What follows belongs to an exercise in optimizing a design on an open flow for small area, a short achievable clock period and few clock cycles; a production flow would make more cautious choices. The RTL was checked by simulation tests, not by an equivalence proof against the original design.

## run K
## sdft_cau
module sdft_cau (
    input  wire        clk,
    input  wire        rst,
    input  wire        in_valid,
    output reg         in_ready,
    input  wire [1:0]  in_op,       
    input  wire [63:0] in_a_re,
    input  wire [63:0] in_a_im,
    input  wire [63:0] in_b_re,
    input  wire [63:0] in_b_im,
    output reg         out_valid,
    output reg  [63:0] out_re,
    output reg  [63:0] out_im
);
Size: roughly 26000 cells after synthesis, about 2600 flip-flops, about 390 I/O pins, roughly 200000 µm² of cells after synthesis.
make LEC_CHECK=0 ABC_AREA=1 CAP_MARGIN=20 CORE_MARGIN=2 CORE_UTILIZATION=35 PLACE_DENSITY=0.45 SLEW_MARGIN=20 finish   # period 20.0 ns
run.sh (not shown) runs the stock make flow with config.mk's settings and CLKGATE_MAP_FILE= SYNTH_SCRIPT=/design/flow/synth_recipe.tcl, a recipe that flattens the netlist after the stock synthesis.
Testbench counts of run K, summed over its fixed seeds: cycles 25,013.
The inputs of run R differ from those of run K as listed below.
diff --git a/flow/design.v b/flow/design.v
--- a/flow/design.v
+++ b/flow/design.v
@@ -9751,51 +9751,51 @@
         input [54:0]   s, sm;
         input [WW-1:0] p;
         reg   [WW-1:0] fv;
         reg   [4:0]    ts, tc;
         begin
             fv = addend(up, dn, s, sm, p);
             ts = ws[56:52] ^ wc[56:52] ^ fv[57:53];
             tc = (ws[55:51] & wc[55:51]) | (ws[55:51] & fv[56:52]) | (wc[55:51] & fv[56:52]);
             next_dig = dig(ts + tc);
         end
     endfunction
     function [WW+WW+55+55+WW-1:0] srt;     
-        input          up, dn, nu, nd;
+        input          up, dn;
         input [WW-1:0] ws, wc;
         input [54:0]   s, sm;
         input [WW-1:0] p;
         reg   [WW-1:0] x1, x2, fv, sum, cy;
         reg   [54:0]   pb;
         begin
             x1  = {ws[WW-2:0], 1'b0};
             x2  = {wc[WW-2:0], 1'b0};
             fv  = addend(up, dn, s, sm, p);
             sum = x1 ^ x2 ^ fv;
             cy  = {((x1 & x2) | (x1 & fv) | (x2 & fv)), 1'b0} | {{(WW-1){1'b0}}, up};
             pb  = p[55:1];
             srt = {sum, cy,
-                   !nu ? (s | pb) : !nd ? (sm | pb) : s,
-                   !nu ? s : !nd ? sm : (sm | pb),
+                   up ? (s | pb) : dn ? (sm | pb) : s,
+                   up ? s : dn ? sm : (sm | pb),
                    {1'b0, p[WW-1:1]}};
         end
     endfunction
     reg  [WW-1:0] ws, wc, p;
     reg  [54:0]   sr, smr;
     reg  [10:0]   eres;
     reg           sp;
     reg  [63:0]   spv;
     reg  [5:0]    cnt;
     reg           busy;
-    reg  [1:0]    dreg, dr2;
+    reg  [1:0]    dreg;
     reg  [1:0]    dl;
     reg           pend;
     reg  [8:0]    s_top, sm_top;
     wire [54:0]   pbl = p[54:0];
     wire [54:0]   s_cur  = !pend ? sr  : dl[1] ? (sr | pbl)  : dl[0] ? (smr | pbl) : sr;
     wire [54:0]   sm_cur = !pend ? smr : dl[1] ? sr          : dl[0] ? smr         : (smr | pbl);
     reg  [WW+WW+55+55+WW-1:0] st1;
     reg  [WW+WW+55+55+WW-1:0] stl;       
     reg  [WW+WW+55+55+WW-1:0] stc;
     reg  [1:0] d, dlast, dp, d0, dm;
     integer k;
     always @* begin
@@ -9808,26 +9808,25 @@
             if (k == 0) begin
                 stc[55+55+WW-1:55+WW] = {s_top,  st1[55+46+WW-1:55+WW]};
                 stc[55+WW-1:WW]       = {sm_top, st1[46+WW-1:WW]};
             end
             dp = next_dig(1'b1, 1'b0, stc[WW+WW+55+55+WW-1:WW+55+55+WW], stc[WW+55+55+WW-1:55+55+WW],
                           stc[55+55+WW-1:55+WW], stc[55+WW-1:WW], stc[WW-1:0]);
             d0 = next_dig(1'b0, 1'b0, stc[WW+WW+55+55+WW-1:WW+55+55+WW], stc[WW+55+55+WW-1:55+55+WW],
                           stc[55+55+WW-1:55+WW], stc[55+WW-1:WW], stc[WW-1:0]);
             dm = next_dig(1'b0, 1'b1, stc[WW+WW+55+55+WW-1:WW+55+55+WW], stc[WW+55+55+WW-1:55+55+WW],
                           stc[55+55+WW-1:55+WW], stc[55+WW-1:WW], stc[WW-1:0]);
             stl   = st1;
             dlast = d;
-            st1 = srt(d[1], d[0], (k == 0) ? dr2[1] : !d[1], (k == 0) ? dr2[0] : !d[0],
-                      stc[WW+WW+55+55+WW-1:WW+55+55+WW], stc[WW+55+55+WW-1:55+55+WW],
+            st1 = srt(d[1], d[0], stc[WW+WW+55+55+WW-1:WW+55+55+WW], stc[WW+55+55+WW-1:55+55+WW],
                       stc[55+55+WW-1:55+WW], stc[55+WW-1:WW], stc[WW-1:0]);
             d = d[1] ? dp : d[0] ? dm : d0;
         end
     end
     always @(posedge clk) begin
         if (rst) begin
             s0   <= 1'b0;
             busy <= 1'b0;
         end else begin
             s0 <= start;
             if (s0) begin
                 busy <= 1'b1;
@@ -9836,39 +9835,37 @@
                 busy <= 1'b0;
             end else if (busy) begin
                 cnt <= cnt + 6'd1;
             end
         end
         if (s0) begin
             ws   <= w_init;
             wc   <= {WW{1'b0}};
             sr   <= s_init;
             smr  <= sm_init;
             p    <= p_init;
             dreg   <= dig(w_init[57:53]);
-            dr2    <= ~dig(w_init[57:53]);
             pend   <= 1'b0;
             s_top  <= s_init[54:46];
             sm_top <= sm_init[54:46];
             eres <= e_res[10:0];
             sp   <= sp_nan | sp_pass;
             spv  <= sp_nan ? 64'h7ff8_0000_0000_0000 : a;
         end else if (busy && cnt != NI) begin
             ws   <= st1[WW+WW+55+55+WW-1:WW+55+55+WW];
             wc   <= st1[WW+55+55+WW-1:55+55+WW];
             sr   <= stl[55+55+WW-1:55+WW];
             smr  <= stl[55+WW-1:WW];
             p    <= st1[WW-1:0];
             dreg   <= d;
-            dr2    <= ~d;
             dl     <= dlast;
             pend   <= 1'b1;
             s_top  <= st1[55+55+WW-1:46+55+WW];
             sm_top <= st1[55+WW-1:46+WW];
         end
     end
     assign done = busy && cnt == NI;
     wire [WW-1:0] wsum = ws + wc;
     wire [54:0] q  = wsum[WW-1] ? sm_cur : s_cur;
     wire [62:0] pk = {eres, q[52:1]} + {62'd0, q[0]};
     always @* begin
         y = sp ? spv : {1'b0, pk};
## What came out
Logic depth of the worst path, buffers included in run R is 13% higher than in run K
Re number of tapcells: no difference whatsoever between run K and run R.
The count of clock buffers in the final design in run R was lower than what run K gave.
Final cell count without fillers: run R < run K
Hold slack delta (run R -> run K): insignificant
Testbench counts of run R, summed over its fixed seeds: cycles 25,013.

==> static timing again, ports no longer ideal <==
How much do the figures lean on ideal ports? The routed layouts below were timed once more, with nothing changed but the port constraints. Step 1 sets driving cells, clkbuf_16 on the clock port and buf_2 on the other inputs (assumed; they add their load-dependent delay and slew). Step 2 also shifts input and output timing later by t, the mid clock arrival at the registers, as if the neighbouring blocks saw the same clock. Three values: no drivers, after step 1, after step 2; two values: the first two.
run	t, ns	slack for setup (ns)	pins driven straight from the clock port
run K	1.131	12.666 / 12.666 / 12.666	1
run R	1.124	12.483 / 12.483 / 12.483	1
After both steps every run listed still meets setup and hold.
